Background: an optimization exercise with open tools, aiming at small area, a short achievable clock period and few clock cycles. Do not read the settings as production practice.
RTL that was checked went through simulation tests only; none was proved equivalent to the original.
Power is estimated from default activity; no workload was simulated.

## deco8_decode
module deco8_decode (
    input  wire        clk,
    input  wire        rst,           
    input  wire        start,         
    input  wire        cartlen_ok,    
    output reg         cart_re,
    output reg  [14:0] cart_addr,
    input  wire [7:0]  cart_rdata,
    output reg         out_re,
    output reg  [17:0] out_raddr,
    input  wire [7:0]  out_rdata,
    output reg         out_we,
    output reg  [17:0] out_waddr,
    output reg  [7:0]  out_wdata,
    output reg         done,
    output reg  [15:0] status,
    output reg  [1:0]  version,
    output wire [31:0] magic,
    output wire [15:0] dlen,
    output wire [15:0] hdr6,
    output reg  [17:0] textlen,
    output reg         text_valid,
    output reg         empty
);
export LEC_CHECK = 0
export CAP_MARGIN = 20
export CORE_MARGIN = 2
export CORE_UTILIZATION = 55
export SLEW_MARGIN = 20
create_clock -name core_clock -period 10.0 [get_ports {clk}]
standard.sh (not shown) runs the stock make flow with config.mk's settings and CLKGATE_MAP_FILE= SYNTH_SCRIPT=/design/flow/synth_recipe.tcl, a recipe that flattens the netlist after the stock synthesis.
==> flow/flow/run.sh <==
#!/bin/bash
# The standard layout (standard.sh: the standard synthesis, floorplan,
# placement, CTS and routing) with these changes:
#  - the port buffers are buf_2 cells rather than the default pick, a slow
#    clock-delay cell; every port still gets its buffer;
#  - repair_timing aims at a setup margin of 6.5 ns, so it sizes the logic for a
#    shorter period than the 10 ns clock asks for.
# The clock period and the SDC constraints are the standard flow's, unchanged.
set -euo pipefail
bash standard.sh "BUFFER_PORTS_ARGS=-buffer_cell sky130_fd_sc_hd__buf_2" \
    SETUP_SLACK_MARGIN=6.5  "CTS_ARGS=-sink_clustering_enable -repair_clock_nets -dont_use_dummy_load -sink_clustering_size 30 -sink_clustering_max_diameter 80" finish > standard_flow.log 2>&1
Testbench counts at the start, summed over its fixed seeds: cycles 382,588.
Next try:
--- a/flow/design.v
+++ b/flow/design.v
@@ -158,24 +158,21 @@
     wire [1:0] pop = {pop2, pop1};
     wire emit    = (act_v1 && fv[0] && ft[0]) || pop2 ||
                    (st[V0] && !rz && fv[0] && !z0) ||
                    (st[CP] && !bb);
     wire emit_cp = (pop2 && !z0) || (st[CP] && !bb) ||
                    (st[V2B] && !rz && fv[0]);
     wire v2a_wr  = st[V2A] && !rz && fv[0];
     wire drained = !r_v && !d_v && !out_we && !out_re && !d_cp;
     wire utf_bad = u_bad || (u_need != 2'd0);
     wire fin_short = st[IDLE] && start_r && !ok_r;
-    wire clen_lo   = (rc[15:9] == 7'd0) && (!rc[8] || rc[7:3] == 5'd0);
-    wire clen_hi   = (rc[15:14] != 2'd0) || (rc[13:8] > 6'h3D) ||
-                     (rc[13:8] == 6'h3D && rc[7:0] != 8'd0);
-    wire fin_clen  = st[V2C] && (clen_lo || clen_hi);
+    wire fin_clen  = st[V2C] && (rc < 16'd264 || rc > 16'd15616);
     wire fin_drain = st[DRAIN] && drained && (v2 ? (mism || g1) : utf_bad);
     wire fin_ok    = st[TAIL] && fv[0] && (hidx == 3'd7);
     wire fin       = fin_short || fin_clen || fin_drain || fin_ok || st[ERR];
     reg [15:0] fin_status;
     always @(*) begin
         if (st[IDLE])        fin_status = 16'h010B;                
         else if (st[V2C])    fin_status = 16'h0507;                
         else if (st[ERR])    fin_status = ecode ? 16'h040B : 16'h030B;
         else if (st[DRAIN])  fin_status = !v2 ? 16'h020B :         
                                           mism ? 16'h0607 : 16'h010F;
@@ -212,23 +209,22 @@
             nst[DRAIN] = rs_tail || (st[DRAIN] && !drained);
             nst[TAIL]  = (st[DRAIN] && drained) || st[TAIL];
             nst[ERR]   = trunc || trunc1 || (st[CP] && bb);
         end
     end
     wire [2:0] occ   = {2'b00, fv[0]} + {2'b00, fv[1]} + {2'b00, fv[2]} + {2'b00, fv[3]} +
                        {2'b00, a_v} + {2'b00, cart_re};
     wire       room  = pop2 ? (occ < 3'd6) : pop1 ? (occ < 3'd5) : (occ < 3'd4);
     wire       issue = !st[IDLE] && !fin && room;
     wire       in_tab = (cart_rdata != 8'd0) && (cart_rdata <= 8'h3B);
-    wire [14:0] rc_hd = rc[15:1] - 15'd1;
-    wire [15:0] rc_m1 = rc[0] ? {rc[15:1], 1'b0} : {rc_hd, 1'b1};
-    wire [15:0] rc_m2 = {rc_hd, rc[0]};
+    wire [15:0] rc_m1 = rc - 16'd1;
+    wire [15:0] rc_m2 = rc - 16'd2;
     wire        c0 = (rc == 16'd0), c1 = (rc == 16'd1), c2 = (rc == 16'd2), c3 = (rc == 16'd3);
     always @(posedge clk) begin
         a_v <= cart_re && !restart;
         if (restart) begin
             cart_re   <= 1'b1;
             cart_addr <= restart_addr;
         end else begin
             cart_re   <= issue;
             cart_addr <= cart_addr + {14'd0, cart_re};
         end
After rerunning:
- worst setup slack loses 0.019 ns
- wire length went up by 0.49%
- first-iteration DRC count went down by 20%
- total power went up by about 9%
- core utilization went down by 0.76 points
- clock-buffer cell count went down by 1
- clock power went down by about 3.2%
- register-to-register slack loses 0.11 ns
- worst hold slack loses 0.0036 ns
- final cell count went up by 1.4%
- critical path depth stays the same
No functional check of the RTL was part of the second run of this note.

Another version of the RTL of deco8_decode (not shown whole).
Size: ~1700 cells after synthesis, ~270 flip-flops, about 190 I/O pins.
clock: 10.0 ns
lec_check: 0
cap_margin: 20
core_margin: 2
core_utilization: 40
slew_margin: 20
run.sh (not shown) runs the stock make flow with config.mk's settings and CLKGATE_MAP_FILE= SYNTH_SCRIPT=/design/flow/synth_recipe.tcl, a recipe that flattens the netlist after the stock synthesis.
Stock flow here: none of the scripts above is used.
Rerun with:
--- a/flow/design.v
+++ b/flow/design.v
@@ -42,21 +42,20 @@
                      S_ERR   = 4'd12;
     reg [3:0]  st;
     reg        start_r, ok_r;
     reg [1:0]  ver;
     reg        f1, f2;      
     reg [15:0] rc;          
     reg        g1;          
     reg        g2;          
     reg [2:0]  hidx;        
     reg [3:0]  cnt;         
-    reg [18:0] olen_c;      
     reg        ecode;       
     reg        bb;          
     reg        mism;        
     reg [63:0] hdr_o;       
     reg        a_v;         
     reg [7:0]  fq0, fq1, fq2, fq3;    
     reg [2:0]  fcnt;
     reg        r_v;         
     reg [7:0]  r_lit;
     reg        d_v, d_cp;
@@ -108,22 +107,24 @@
     wire av1 = (fcnt[2] | fcnt[1]);
     reg [7:0] mb1, mb2;
     always @(*) begin
         case (hidx[1:0])
             2'd0: begin mb1 = MAGIC_V1[31:24]; mb2 = MAGIC_V2[31:24]; end
             2'd1: begin mb1 = MAGIC_V1[23:16]; mb2 = MAGIC_V2[23:16]; end
             2'd2: begin mb1 = MAGIC_V1[15:8];  mb2 = MAGIC_V2[15:8];  end
             default: begin mb1 = MAGIC_V1[7:0]; mb2 = MAGIC_V2[7:0]; end
         endcase
     end
+    wire [1:0]  inflight = {1'b0, r_v} + {1'b0, d_v} + {1'b0, out_we};
     wire        is_tab   = (q0 != 8'd0) && (q0 <= 8'h3B);
-    wire [18:0] src_x    = olen_c - {7'd0, q0, q1[7:4]};
+    wire [18:0] src_x    = {1'b0, out_waddr} + {17'd0, inflight} + 19'h3C0
+                           - {7'd0, q0, q1[7:4]};
     wire [11:0] bdist    = {q0 - 8'h3C, q1[7:4]};
     wire [4:0]  blen     = {1'b0, q1[3:0]} + 5'd2;
     wire        bref_bad = src_x[18] || ({7'd0, blen} > bdist);
     wire rc_le0 = rc[15] || (rc == 16'd0);
     reg [1:0]  pop;
     reg        emit;        
     reg        emit_cp;     
     reg [1:0]  rsel;        
     reg        v2a_wr;      
     reg [3:0]  nst;
@@ -259,27 +260,22 @@
                 end
             end
             S_ERR: begin
                 fin = 1'b1;
                 fin_status = ecode ? 16'h040B : 16'h030B;
             end
             default: nst = S_IDLE;
         endcase
         if (fin) nst = S_IDLE;
     end
-    wire [2:0] occ   = fcnt + {2'b00, a_v} + {2'b00, cart_re};
-    wire       room  = (pop == 2'd2) ? (occ < 3'd6) :
-                       (pop == 2'd1) ? (occ < 3'd5) : (occ < 3'd4);
-    wire       issue = (st != S_IDLE) && !fin && room;
-    wire [2:0] fcnt_a = fcnt + {2'b00, a_v};
-    wire [15:0] rc_m1 = rc - 16'd1;
-    wire [15:0] rc_m2 = rc - 16'd2;
+    wire [2:0] occ_after = fcnt + {2'b00, a_v} + {2'b00, cart_re} - {1'b0, pop};
+    wire       issue     = (st != S_IDLE) && !fin && (occ_after < 3'd4);
     always @(posedge clk) begin
         a_v <= cart_re && !restart;
         if (restart) begin
             cart_re   <= 1'b1;
             cart_addr <= restart_addr;
         end else begin
             cart_re   <= issue;
             cart_addr <= cart_addr + {14'd0, cart_re};
         end
         case (pop)
@@ -296,22 +292,21 @@
                 fq3 <= cart_rdata;
             end
             default: begin
                 fq0 <= (fcnt > 3'd0) ? fq0 : cart_rdata;
                 fq1 <= (fcnt > 3'd1) ? fq1 : cart_rdata;
                 fq2 <= (fcnt > 3'd2) ? fq2 : cart_rdata;
                 fq3 <= (fcnt > 3'd3) ? fq3 : cart_rdata;
             end
         endcase
         if (restart) fcnt <= 3'd0;
-        else         fcnt <= (pop == 2'd2) ? fcnt_a - 3'd2 :
-                             (pop == 2'd1) ? fcnt_a - 3'd1 : fcnt_a;
+        else         fcnt <= fcnt + {2'b00, a_v} - {1'b0, pop};
         if (restart || st == S_DRAIN)
             hidx <= 3'd0;
         else if (pop != 2'd0 && (st == S_HDR || st == S_V2H || st == S_TAIL))
             hidx <= hidx + 3'd1;
         if (st == S_HDR && av0) begin
             if (hidx[2] == 1'b0) begin
                 f1 <= (f1 || hidx == 3'd0) && (q0 == mb1);
                 f2 <= (f2 || hidx == 3'd0) && (q0 == mb2);
             end
         end
@@ -321,25 +316,21 @@
             g1 <= f1 ? (rc >= 16'd15608) : (rc != 16'd0);
             g2 <= (rc > 16'd15608);
         end
         if (((st == S_HDR && hidx[2:1] == 2'b10) || st == S_V2H) && av0)
             rc <= {rc[7:0], q0};
         else if (st == S_CLASS)
             rc <= f1 ? ((rc >= 16'd15608) ? 16'd15608 : rc) : 16'd15616;
         else if (st == S_V2C || (st == S_V2A && rc == 16'd0))
             rc <= 16'd256;
         else if (st != S_HDR)
-            rc <= (pop == 2'd2) ? rc_m2 : (pop == 2'd1) ? rc_m1 : rc;
-        if (st == S_CLASS)
-            olen_c <= 19'h3C0;
-        else if (emit)
-            olen_c <= olen_c + 19'd1;
+            rc <= rc - {14'd0, pop};
         if (st == S_CP) cnt <= cnt - 4'd1;
         else            cnt <= q1[3:0];
         if (set_err) ecode <= set_ecode;
         bb <= bref_bad && (st == S_V1);
         out_re <= emit_cp;
         case (rsel)
             2'd0: out_raddr <= src_x[17:0];
             2'd1: out_raddr <= out_raddr + 18'd1;
             default: out_raddr <= {10'd0, q0};
         endcase
Outcome: The changed run finished clean; worst setup slack improves by 0.35 ns; sequential share of layout area went down by 1.4 points; routed wire length fell slightly; combinational power stays flat; synthesized area went down by a few percent; cell count came out lower slightly; final area drops by a few percent; via count goes down by a few percent; power drops by a few percent; register-to-register slack gains 0.35 ns; first-iteration DRC count rises slightly; hold slack improved by 0.0061 ns.
Function was not checked in any run of this note: the RTL went through the layout flow alone.

port drivers added, routing unchanged:
The results above use ideal ports. As a check the final layouts listed here were re-extracted and re-timed, cells and wires unchanged.
Step 1 (the two cells are an assumption about what drives the block):
set clk [get_ports {clk}]
set_driving_cell -lib_cell sky130_fd_sc_hd__clkbuf_16 $clk
set_driving_cell -lib_cell sky130_fd_sc_hd__buf_2 [delete_from_list [all_inputs] $clk]
Step 2 moves the port delays by t, midway between the first and last clock arrival at a register: inputs arrive t later, outputs are due t later. That takes back most of the time a late clock gives input paths.
a / b / c = ideal / step 1 / step 2; a / b = the first two.
| run | shift t [ns] | setup slack, ns | worst setup path at the end | cell pins on the clock port's net |
|---|---|---|---|---|
| the first run of note 1 | 0.547 | 6.624 / 6.571 / 6.195 | input to register | 1 |
| the second run of note 1 | 0.536 | 6.605 / 6.556 / 6.250 | input to register | 1 |
| the first run of note 2 | 0.617 | 4.857 / 4.857 / 4.857 | register to register | 1 |
| the second run of note 2 | 0.632 | 5.205 / 5.205 / 5.205 | register to register | 1 |
After both steps setup and hold are still met in every run listed. The setup slack of the first run of note 1, which loses most, moves by -0.053 ns with the drivers and by -0.429 ns with both steps.
